Context: an optimization exercise on an open-source flow, tuned for small area. The choices shown serve that exercise and are no tape-out recipe. In this exercise RTL edits were held to simulation tests only and were not proved equivalent to the original. No activity file was given, so power comes from the tool's default toggle rates.

==> inputs of branch indigo <==
Design qspi_core, start of the top module:
module qspi_core (
    input  wire           clk,
    input  wire           rst,
    input  wire           cs_raw,
    input  wire           clk_raw,
    input  wire [3:0]     dq_in,
    output wire [3:0]     dq_out,
    output wire           dq_oe,
    output wire           dir_out,
    input  wire [7:0]     p_valid,
    input  wire [1023:0]  p_pkt,
    input  wire [39:0]    p_bc,
    output wire [7:0]     ack,
    output wire [127:0]   pkt_out,
    output wire [4:0]     bc_out,
    output wire [3:0]     flags_out,
    output wire [7:0]     valid,
    input  wire [7:0]     p_ready,
    output wire           rx_ready
);
==> flow/config.mk <==
export PLATFORM = sky130hd
export DESIGN_NAME = qspi_core
export DESIGN_NICKNAME = qspi_core
export VERILOG_FILES = /design/flow/design.v
export SDC_FILE = /design/flow/constraint.sdc
export NUM_CORES = 4
export LEC_CHECK = 0
export CAP_MARGIN = 20
export CORE_AREA = 70 70 290 290
export DIE_AREA = 0 0 360 360
export SLEW_MARGIN = 20
export SYNTH_HIERARCHICAL = 1
export SYNTH_MINIMUM_KEEP_SIZE = 0
==> flow/constraint.sdc <==
create_clock -name core_clock -period 5.0 [get_ports {clk}]
set_input_delay 1.0000 -clock core_clock [delete_from_list [all_inputs] [get_ports {clk}]]
set_output_delay 1.0000 -clock core_clock [all_outputs]
set_load 0.01 [all_outputs]
standard.sh (not shown) runs the stock make flow with config.mk's settings and CLKGATE_MAP_FILE= SYNTH_SCRIPT=/design/flow/synth_recipe.tcl, a recipe that flattens the netlist after the stock synthesis.
==> flow/flow/run.sh <==
#!/bin/bash
# Layout flow: the standard ORFS flow with changes that only save cell
# area:
#  - the port buffers are the smallest buffer cell (one per port, as the
#    standard flow places them),
#  - clock tree synthesis uses clkbuf_8 with tighter sink clusters and no
#    dummy loads.
set -euo pipefail
export BUFFER_PORTS_ARGS="-buffer_cell sky130_fd_sc_hd__buf_1"
export CTS_ARGS="-sink_clustering_enable -repair_clock_nets -dont_use_dummy_load -sink_clustering_size 15 -sink_clustering_max_diameter 80 -buf_list sky130_fd_sc_hd__clkbuf_8"
bash standard.sh finish > standard_flow.log 2>&1
==> branch amber: changes against branch indigo <==
==> flow/flow/run.sh (replaced) <==
#!/bin/bash
# Layout flow: the standard ORFS flow with changes that only save cell
# area:
#  - the port buffers are the smallest buffer cell (one per port, as the
#    standard flow places them),
#  - clock tree synthesis uses clkbuf_8 with tighter sink clusters and no
#    dummy loads,
#  - after global routing, gates off the critical paths are downsized.
set -euo pipefail
export BUFFER_PORTS_ARGS="-buffer_cell sky130_fd_sc_hd__buf_1"
export CTS_ARGS="-sink_clustering_enable -repair_clock_nets -dont_use_dummy_load -sink_clustering_size 15 -sink_clustering_max_diameter 80 -buf_list sky130_fd_sc_hd__clkbuf_8"
export RECOVER_POWER=100
bash standard.sh finish > standard_flow.log 2>&1
--- a/flow/config.mk
+++ b/flow/config.mk
@@ -6,7 +6,7 @@
 export NUM_CORES = 4
 export LEC_CHECK = 0
 export CAP_MARGIN = 20
-export CORE_AREA = 70 70 290 290
+export CORE_AREA = 6 6 354 354
 export DIE_AREA = 0 0 360 360
 export SLEW_MARGIN = 20
 export SYNTH_HIERARCHICAL = 1
==> comparison table <==
item	branch amber	branch indigo
Sort of element at the end of the critical path	flip-flop	output port
Starting utilization of the core area	0.111	0.278
Maximum number of pins on one net before global-route repair	133	129
Setup crit end	pk[41]	dq_out[3]
Leakage power	6.29 nW	6.11 nW
Well-tap cell count	1,612	615
Clock power frac	0.295	0.266
Global placement routability congestion	1.00	1.02
Category of the critical setup timing path	flip-flop to flip-flop	flip-flop to output port
Reported sequential group power	2.41 mW	2.39 mW
Outcome	failed layout checks	timing/DRC/antenna clean
Layout check failures	max-capacitance violations, max-slew violations	-
Amount of wire on met3 after detailed routing	19.6 mm	41.7 mm
DRT Wirelength	160 mm	231 mm
Measured slew at the worst slew-check pin	3640 ps	1070 ps
Tightest slew margin relative to the limit	-1.43	0.287
Standard cell with the maximum stage delay on the critical path	sky130_fd_sc_hd__buf_2	sky130_fd_sc_hd__edfxtp_1

========
==> run a: inputs <==
==> flow/design.v <==
module qspi_core (
    input  wire           clk,
    input  wire           rst,
    input  wire           cs_raw,
    input  wire           clk_raw,
    input  wire [3:0]     dq_in,
    output wire [3:0]     dq_out,
    output wire           dq_oe,
    output wire           dir_out,
    input  wire [7:0]     p_valid,
    input  wire [1023:0]  p_pkt,
    input  wire [39:0]    p_bc,
    output wire [7:0]     ack,
    output wire [127:0]   pkt_out,
    output wire [4:0]     bc_out,
    output wire [3:0]     flags_out,
    output wire [7:0]     valid,
    input  wire [7:0]     p_ready,
    output wire           rx_ready
);
    reg cs_ff0, cs_ff1, cs_prev;
    reg clk_ff0, clk_ff1, clk_prev;
    always @(posedge clk) begin
        if (rst) begin
            cs_ff0   <= 1'b1;
            cs_ff1   <= 1'b1;
            cs_prev  <= 1'b1;
            clk_ff0  <= 1'b0;
            clk_ff1  <= 1'b0;
            clk_prev <= 1'b0;
        end else begin
            cs_ff0   <= cs_raw;
            cs_ff1   <= cs_ff0;
            cs_prev  <= cs_ff1;
            clk_ff0  <= clk_raw;
            clk_ff1  <= clk_ff0;
            clk_prev <= clk_ff1;
        end
    end
    wire cs_s     = cs_ff1;
    wire cs_fall  =  cs_prev & ~cs_ff1;
    wire cs_rise  = ~cs_prev &  cs_ff1;
    wire clk_rise = ~clk_prev &  clk_ff1;
    wire clk_fall =  clk_prev & ~clk_ff1;
    reg [5:0] rx_cnt;
    always @(posedge clk) begin
        if (rst | cs_s)
            rx_cnt <= 6'd0;
        else if (clk_rise)
            rx_cnt <= rx_cnt + 1'b1;
    end
    assign rx_ready = (rx_cnt == 6'd32);
    localparam [3:0] S_START  = 4'd0,
                     S_IDLE   = 4'd1,
                     S_OK     = 4'd2,
                     S_WSD1   = 4'd3,
                     S_WSD2   = 4'd4,
                     S_RECV   = 4'd5,
                     S_HSH    = 4'd6,
                     S_WTXN   = 4'd7,
                     S_SEVT   = 4'd8,
                     S_SNEVT  = 4'd9,
                     S_PEVT   = 4'd10,
                     S_SDATA  = 4'd11,
                     S_SEND   = 4'd12;
    reg [3:0]   fsm;
    reg [2:0]   evt_id;
    reg [127:0] pk;
    reg [127:0] buf_q;
    reg [3:0]   nib;
    reg [3:0]   bc_q;
    wire st_wsd2  = (fsm == S_WSD2);
    wire st_recv  = (fsm == S_RECV);
    wire st_hsh   = (fsm == S_HSH);
    wire st_wtxn  = (fsm == S_WTXN);
    wire st_snevt = (fsm == S_SNEVT);
    wire st_pevt  = (fsm == S_PEVT);
    wire st_sdata = (fsm == S_SDATA);
    wire st_send  = (fsm == S_SEND);
    wire st_wsd   = (fsm == S_WSD1) | st_wsd2;
    reg       any_valid;
    reg [2:0] poll_id;
    integer i;
    always @(*) begin
        any_valid = 1'b0;
        poll_id   = 3'd0;
        for (i = 7; i >= 0; i = i - 1) begin
            if (p_valid[i]) begin
                any_valid = 1'b1;
                poll_id   = i[2:0];
            end
        end
    end
    wire [2:0] dest_id   = pk[126:124];
    wire       ready_eff = p_ready[dest_id];
    always @(posedge clk) begin
        if (rst) begin
            fsm <= S_START;
        end else begin
            case (fsm)
                S_START: fsm <= S_IDLE;
                S_IDLE: begin
                    if (cs_fall)        fsm <= S_OK;
                    else if (any_valid) fsm <= S_SEVT;
                end
                S_OK:    if (cs_rise) fsm <= S_WSD1;
                S_WSD1:  fsm <= cs_fall ? S_RECV : S_WSD2;
                S_WSD2:  if (cs_fall) fsm <= S_RECV;
                S_RECV:  if (cs_rise) fsm <= S_HSH;
                S_HSH:   if (ready_eff) fsm <= S_WTXN;
                S_WTXN:  if (cs_rise) fsm <= S_IDLE;
                S_SEVT:  if (cs_fall) fsm <= S_SNEVT;
                S_SNEVT: if (cs_rise) fsm <= S_PEVT;
                S_PEVT:  fsm <= S_SDATA;
                S_SDATA: if (cs_fall) fsm <= S_SEND;
                S_SEND:  if (cs_rise) fsm <= S_IDLE;
                default: fsm <= S_IDLE;
            endcase
        end
    end
    always @(posedge clk) begin
        if ((fsm == S_IDLE) & ~cs_fall & any_valid)
            evt_id <= poll_id;
    end
    wire [127:0] evt_pkt = p_pkt[evt_id*128 +: 128];
    wire [127:0] evt_rev;
    genvar g;
    generate
        for (g = 0; g < 32; g = g + 1) begin : g_rev
            assign evt_rev[4*g +: 4] = evt_pkt[4*(31-g) +: 4];
        end
    endgenerate
    wire rx_sh = st_recv & clk_rise;
    wire tx_sh = st_send & clk_fall;
    always @(posedge clk) begin
        if (st_pevt)
            buf_q <= evt_rev;
        else if (st_wsd)
            buf_q <= 128'd0;
        else if (rx_sh)
            buf_q <= {dq_in, buf_q[127:4]};
        else if (tx_sh)
            buf_q <= {4'd0, buf_q[127:4]};
    end
    always @(posedge clk) begin
        if (rst) begin
            pk   <= 128'd0;
            bc_q <= 4'd0;
        end else if (st_recv & cs_rise) begin
            pk   <= buf_q;
            bc_q <= rx_cnt[4:1] - 1'b1;
        end
    end
    always @(posedge clk) begin
        if (rst)
            nib <= 4'd0;
        else if (st_sdata)
            nib <= buf_q[11:8];
    end
    wire [3:0] evt_bc = p_bc[evt_id*5 +: 4];
    wire [3:0] hdr_hi = st_snevt ? evt_bc : 4'hF;
    wire [3:0] hdr_lo = st_snevt ? {1'b0, evt_id} : ((st_hsh | st_wtxn) ? 4'hF : 4'h0);
    wire [1:0] rc     = rx_cnt[1:0];
    wire       k0     = (rc == 2'd0) | ((rc == 2'd1) & clk_prev);
    wire       k2     = (rc == 2'd2) & ~clk_prev;
    wire [3:0] hdr_nib = k0 ? hdr_hi : (k2 ? nib : hdr_lo);
    assign dq_out  = cs_prev ? 4'd0 : (st_send ? buf_q[3:0] : hdr_nib);
    assign dq_oe   = ~(st_wsd2 | st_recv);
    assign dir_out = fsm[3];
    assign pkt_out   = pk;
    assign flags_out = pk[123:120];
    assign bc_out    = {1'b0, bc_q};
    generate
        for (g = 0; g < 8; g = g + 1) begin : g_slot
            assign valid[g] = st_hsh & (dest_id == g);
            assign ack[g]   = st_pevt & (evt_id == g);
        end
    endgenerate
endmodule
==> flow/run.sh <==
#!/bin/bash
# synth_recipe.tcl (not shown) runs the flow's synth.tcl, then flattens the netlist and writes it again
# the make line also repeats each setting of config.mk as NAME=value (left out here)
make -C /OpenROAD-flow-scripts/flow DESIGN_CONFIG=/design/flow/config.mk WORK_HOME=/design/flow/orfs CLKGATE_MAP_FILE= SYNTH_SCRIPT=/design/flow/synth_recipe.tcl finish
==> flow/config.mk <==
export PLATFORM = sky130hd
export DESIGN_NAME = qspi_core
export DESIGN_NICKNAME = qspi_core
export VERILOG_FILES = /design/flow/design.v
export SDC_FILE = /design/flow/constraint.sdc
export NUM_CORES = 4
export LEC_CHECK = 0
export CAP_MARGIN = 20
export CORE_AREA = 10 10 430 430
export DIE_AREA = 0 0 440 440
export SLEW_MARGIN = 20
==> flow/constraint.sdc <==
create_clock -name core_clock -period 5.0 [get_ports {clk}]
set_input_delay 1.0000 -clock core_clock [delete_from_list [all_inputs] [get_ports {clk}]]
set_output_delay 1.0000 -clock core_clock [all_outputs]
set_load 0.01 [all_outputs]
==> run b (differences from run a) <==
--- a/flow/design.v
+++ b/flow/design.v
@@ -123,32 +123,44 @@
             evt_id <= poll_id;
     end
-    wire [127:0] evt_pkt = p_pkt[evt_id*128 +: 128];
-    wire [127:0] evt_rev;
+    wire [7:0] ld;
     genvar g;
     generate
-        for (g = 0; g < 32; g = g + 1) begin : g_rev
-            assign evt_rev[4*g +: 4] = evt_pkt[4*(31-g) +: 4];
+        for (g = 0; g < 8; g = g + 1) begin : g_ld
+            assign ld[g] = st_pevt & (evt_id == g);
         end
     endgenerate
-    wire rx_sh = st_recv & clk_rise;
-    wire tx_sh = st_send & clk_fall;
-    always @(posedge clk) begin
-        if (st_pevt)
-            buf_q <= evt_rev;
-        else if (st_wsd)
-            buf_q <= 128'd0;
-        else if (rx_sh)
-            buf_q <= {dq_in, buf_q[127:4]};
-        else if (tx_sh)
-            buf_q <= {4'd0, buf_q[127:4]};
-    end
-    always @(posedge clk) begin
-        if (rst) begin
-            pk   <= 128'd0;
+    wire rx_sh  = st_recv & clk_rise;
+    wire tx_sh  = st_send & clk_fall;
+    wire b_sh   = rx_sh | tx_sh;
+    wire b_hold = ~(b_sh | st_pevt | st_wsd);
+    wire [127:0] b_in = {dq_in & {4{rx_sh}}, buf_q[127:4]};
+    wire a_ld   = st_recv & cs_rise & ~rst;
+    wire a_hold = ~(st_recv & cs_rise) & ~rst;
+    wire [127:0] b_d, a_d;
+    generate
+        for (g = 0; g < 128; g = g + 1) begin : g_bit
+            wire [7:0] pb;
+            wire y0, y1, y2, y3;
+            assign pb = {p_pkt[7*128 + 4*(31-g/4) + g%4], p_pkt[6*128 + 4*(31-g/4) + g%4],
+                         p_pkt[5*128 + 4*(31-g/4) + g%4], p_pkt[4*128 + 4*(31-g/4) + g%4],
+                         p_pkt[3*128 + 4*(31-g/4) + g%4], p_pkt[2*128 + 4*(31-g/4) + g%4],
+                         p_pkt[1*128 + 4*(31-g/4) + g%4], p_pkt[0*128 + 4*(31-g/4) + g%4]};
+            qspi_aoi222 u_y0 (.a1(ld[0]), .a2(pb[0]), .b1(ld[1]), .b2(pb[1]), .c1(ld[2]), .c2(pb[2]), .y(y0));
+            qspi_aoi222 u_y1 (.a1(ld[3]), .a2(pb[3]), .b1(ld[4]), .b2(pb[4]), .c1(ld[5]), .c2(pb[5]), .y(y1));
+            qspi_aoi222 u_y2 (.a1(ld[6]), .a2(pb[6]), .b1(ld[7]), .b2(pb[7]), .c1(b_sh), .c2(b_in[g]), .y(y2));
+            qspi_nand2  u_y3 (.a(b_hold), .b(buf_q[g]), .y(y3));
+            qspi_nand4  u_d  (.a(y0), .b(y1), .c(y2), .d(y3), .y(b_d[g]));
+            qspi_ao22   u_a  (.a1(a_ld), .a2(buf_q[g]), .b1(a_hold), .b2(pk[g]), .y(a_d[g]));
+        end
+    endgenerate
+    always @(posedge clk) begin
+        buf_q <= b_d;
+        pk    <= a_d;
+    end
+    always @(posedge clk) begin
+        if (rst)
             bc_q <= 4'd0;
-        end else if (st_recv & cs_rise) begin
-            pk   <= buf_q;
+        else if (st_recv & cs_rise)
             bc_q <= rx_cnt[4:1] - 1'b1;
-        end
     end
     always @(posedge clk) begin
@@ -174,6 +186,18 @@
         for (g = 0; g < 8; g = g + 1) begin : g_slot
             assign valid[g] = st_hsh & (dest_id == g);
-            assign ack[g]   = st_pevt & (evt_id == g);
+            assign ack[g]   = ld[g];
         end
     endgenerate
 endmodule
+module qspi_aoi222 (input wire a1, a2, b1, b2, c1, c2, output wire y);
+    assign y = ~((a1 & a2) | (b1 & b2) | (c1 & c2));
+endmodule
+module qspi_ao22 (input wire a1, a2, b1, b2, output wire y);
+    assign y = (a1 & a2) | (b1 & b2);
+endmodule
+module qspi_nand2 (input wire a, b, output wire y);
+    assign y = ~(a & b);
+endmodule
+module qspi_nand4 (input wire a, b, c, d, output wire y);
+    assign y = ~(a & b & c & d);
+endmodule
==> flow/flow/run.sh (new file) <==
#!/bin/bash
# Layout flow: the standard ORFS flow, with the port buffers made of
# the smallest buffer cell instead of the resizer's default choice.
set -euo pipefail
export BUFFER_PORTS_ARGS="-buffer_cell sky130_fd_sc_hd__buf_1"
bash standard.sh finish > standard_flow.log 2>&1
==> flow/standard.sh (new file) <==
#!/bin/bash
# synth_recipe.tcl (not shown) runs the flow's synth.tcl, then flattens the netlist and writes it again
# the make line also repeats each setting of config.mk as NAME=value (left out here)
make -C /OpenROAD-flow-scripts/flow DESIGN_CONFIG=/design/flow/config.mk WORK_HOME=/design/flow/orfs CLKGATE_MAP_FILE= SYNTH_SCRIPT=/design/flow/synth_recipe.tcl "${@:-finish}"
--- a/flow/config.mk
+++ b/flow/config.mk
@@ -6,6 +6,9 @@
 export NUM_CORES = 4
 export LEC_CHECK = 0
-export CAP_MARGIN = 20
-export CORE_AREA = 10 10 430 430
-export DIE_AREA = 0 0 440 440
-export SLEW_MARGIN = 20
+export CAP_MARGIN = 10
+export CORE_AREA = 8 8 362 362
+export CTS_BUF_LIST = sky130_fd_sc_hd__clkbuf_4
+export DIE_AREA = 0 0 370 370
+export SLEW_MARGIN = 10
+export SYNTH_HIERARCHICAL = 1
+export SYNTH_MINIMUM_KEEP_SIZE = 0
removed: flow/run.sh
==> run c (differences from run a) <==
--- a/flow/design.v
+++ b/flow/design.v
@@ -123,32 +123,44 @@
             evt_id <= poll_id;
     end
-    wire [127:0] evt_pkt = p_pkt[evt_id*128 +: 128];
-    wire [127:0] evt_rev;
+    wire [7:0] ld;
     genvar g;
     generate
-        for (g = 0; g < 32; g = g + 1) begin : g_rev
-            assign evt_rev[4*g +: 4] = evt_pkt[4*(31-g) +: 4];
+        for (g = 0; g < 8; g = g + 1) begin : g_ld
+            assign ld[g] = st_pevt & (evt_id == g);
         end
     endgenerate
-    wire rx_sh = st_recv & clk_rise;
-    wire tx_sh = st_send & clk_fall;
-    always @(posedge clk) begin
-        if (st_pevt)
-            buf_q <= evt_rev;
-        else if (st_wsd)
-            buf_q <= 128'd0;
-        else if (rx_sh)
-            buf_q <= {dq_in, buf_q[127:4]};
-        else if (tx_sh)
-            buf_q <= {4'd0, buf_q[127:4]};
-    end
-    always @(posedge clk) begin
-        if (rst) begin
-            pk   <= 128'd0;
+    wire rx_sh  = st_recv & clk_rise;
+    wire tx_sh  = st_send & clk_fall;
+    wire b_sh   = rx_sh | tx_sh;
+    wire b_hold = ~(b_sh | st_pevt | st_wsd);
+    wire [127:0] b_in = {dq_in & {4{rx_sh}}, buf_q[127:4]};
+    wire a_ld   = st_recv & cs_rise & ~rst;
+    wire a_hold = ~(st_recv & cs_rise) & ~rst;
+    wire [127:0] b_d, a_d;
+    generate
+        for (g = 0; g < 128; g = g + 1) begin : g_bit
+            wire [7:0] pb;
+            wire y0, y1, y2, y3;
+            assign pb = {p_pkt[7*128 + 4*(31-g/4) + g%4], p_pkt[6*128 + 4*(31-g/4) + g%4],
+                         p_pkt[5*128 + 4*(31-g/4) + g%4], p_pkt[4*128 + 4*(31-g/4) + g%4],
+                         p_pkt[3*128 + 4*(31-g/4) + g%4], p_pkt[2*128 + 4*(31-g/4) + g%4],
+                         p_pkt[1*128 + 4*(31-g/4) + g%4], p_pkt[0*128 + 4*(31-g/4) + g%4]};
+            qspi_aoi222 u_y0 (.a1(ld[0]), .a2(pb[0]), .b1(ld[1]), .b2(pb[1]), .c1(ld[2]), .c2(pb[2]), .y(y0));
+            qspi_aoi222 u_y1 (.a1(ld[3]), .a2(pb[3]), .b1(ld[4]), .b2(pb[4]), .c1(ld[5]), .c2(pb[5]), .y(y1));
+            qspi_aoi222 u_y2 (.a1(ld[6]), .a2(pb[6]), .b1(ld[7]), .b2(pb[7]), .c1(b_sh), .c2(b_in[g]), .y(y2));
+            qspi_nand2  u_y3 (.a(b_hold), .b(buf_q[g]), .y(y3));
+            qspi_nand4  u_d  (.a(y0), .b(y1), .c(y2), .d(y3), .y(b_d[g]));
+            qspi_ao22   u_a  (.a1(a_ld), .a2(buf_q[g]), .b1(a_hold), .b2(pk[g]), .y(a_d[g]));
+        end
+    endgenerate
+    always @(posedge clk) begin
+        buf_q <= b_d;
+        pk    <= a_d;
+    end
+    always @(posedge clk) begin
+        if (rst)
             bc_q <= 4'd0;
-        end else if (st_recv & cs_rise) begin
-            pk   <= buf_q;
+        else if (st_recv & cs_rise)
             bc_q <= rx_cnt[4:1] - 1'b1;
-        end
     end
     always @(posedge clk) begin
@@ -174,6 +186,18 @@
         for (g = 0; g < 8; g = g + 1) begin : g_slot
             assign valid[g] = st_hsh & (dest_id == g);
-            assign ack[g]   = st_pevt & (evt_id == g);
+            assign ack[g]   = ld[g];
         end
     endgenerate
 endmodule
+module qspi_aoi222 (input wire a1, a2, b1, b2, c1, c2, output wire y);
+    assign y = ~((a1 & a2) | (b1 & b2) | (c1 & c2));
+endmodule
+module qspi_ao22 (input wire a1, a2, b1, b2, output wire y);
+    assign y = (a1 & a2) | (b1 & b2);
+endmodule
+module qspi_nand2 (input wire a, b, output wire y);
+    assign y = ~(a & b);
+endmodule
+module qspi_nand4 (input wire a, b, c, d, output wire y);
+    assign y = ~(a & b & c & d);
+endmodule
==> flow/flow/run.sh (new file) <==
#!/bin/bash
# Layout flow: the standard ORFS flow, with the port buffers made of
# the smallest buffer cell instead of the resizer's default choice.
set -euo pipefail
export BUFFER_PORTS_ARGS="-buffer_cell sky130_fd_sc_hd__buf_1"
bash standard.sh finish > standard_flow.log 2>&1
==> flow/standard.sh (new file) <==
#!/bin/bash
# synth_recipe.tcl (not shown) runs the flow's synth.tcl, then flattens the netlist and writes it again
# the make line also repeats each setting of config.mk as NAME=value (left out here)
make -C /OpenROAD-flow-scripts/flow DESIGN_CONFIG=/design/flow/config.mk WORK_HOME=/design/flow/orfs CLKGATE_MAP_FILE= SYNTH_SCRIPT=/design/flow/synth_recipe.tcl "${@:-finish}"
--- a/flow/config.mk
+++ b/flow/config.mk
@@ -10,2 +10,4 @@
 export DIE_AREA = 0 0 440 440
 export SLEW_MARGIN = 20
+export SYNTH_HIERARCHICAL = 1
+export SYNTH_MINIMUM_KEEP_SIZE = 0
removed: flow/run.sh
==> summary of the runs <==
- Run a finished clean. Run c passed the timing, DRC and antenna checks. Run b reached the layout checks and failed them: max-slew violations.
- The lowest total power belongs to run b, the highest to run a.
- Of run c and run a, run c has the higher clock skew (gap 0.0032 ns).
- Worst hold slack: run c > run a > run b.
- Non-clock buffer count, lowest first: run a, run b, run c.
- Via count, lowest first: run a, run b, run c.
- Critical path depth is the same in run a and run c.
==> figures <==
| metric | run c | run a | run b |
|---|---|---|---|
| Arrival time reported for the critical path endpoint | 3.42 ns | 3.44 ns | 3.42 ns |
| Relative max-transition margin | 16.3% | 38.1% | -5.63% |
| Proportion of synthesized area in mux cells | 2.26% | 33.4% | 2.26% |
| Status | finished clean | finished clean | complete, but fails checks |
| Layout check failures | - | - | max-slew violations |
| Clock tree root buffer cell | sky130_fd_sc_hd__clkbuf_16 | sky130_fd_sc_hd__clkbuf_16 | sky130_fd_sc_hd__clkbuf_4 |
| All-Layer GR Usage | 18.6% | 17.0% | 21.5% |
| Clock-pin transition on the worst setup and hold timing paths | 0.05 ns | 0.06 ns | 0.09 ns |
| Path length in cells of the critical path | 5 | 5 | 4 |
| Std-Cell Rows | 154 | 154 | 130 |
| DRC violation total after the first TritonRoute iteration | 4,177 | 2,096 | 4,557 |
| Power in sequential cells | 3.65 mW | 3.33 mW | 3.60 mW |
| Endpoint of the worst-slack reg-to-reg timing path | buf_q[106] | buf_q[5] | buf_q[93] |
| Clock group power | 3.30 mW | 3.29 mW | 2.56 mW |

[separate check: timing with driven ports]
No port has a modelled driver above. Below, the same layouts with a new extraction and two added sets of constraints. Step 1 sets driving cells, clkbuf_16 on the clock port and buf_2 on the other inputs (assumed; they add their load-dependent delay and slew). Step 2 times the ports against the registers' clock, not the clock port: input delays grow and output delays shrink by t, the midpoint of the rising clock arrivals with the driver on. a / b / c = ideal / step 1 / step 2; a / b = the first two.
run | shift t [ns] | setup slack, ns | latest minus earliest clock arrival (ns) | slew at the worst register clock pin (ns) | worst slew at a driven data input, ns
branch indigo | 0.641 | 0.567 / 0.506 / 1.147 | 0.067 / 0.067 | 0.11 / 0.11 | 0.28
branch amber | 0.757 | 0.320 / 0.320 / -0.076 | 0.130 / 0.131 | 0.11 / 0.11 | 0.39
run a | 0.694 | 0.561 / 0.472 / 0.970 | 0.027 / 0.027 | 0.08 / 0.08 | 0.31
run b | 0.998 | 0.578 / 0.517 / 1.117 | 0.147 / 0.148 | 0.09 / 0.09 | 0.31
run c | 0.732 | 0.577 / 0.489 / 1.222 | 0.030 / 0.029 | 0.07 / 0.07 | 0.39
The setup slack of branch amber, which loses most, moves by 0.000 ns with the drivers and by -0.396 ns with both steps.
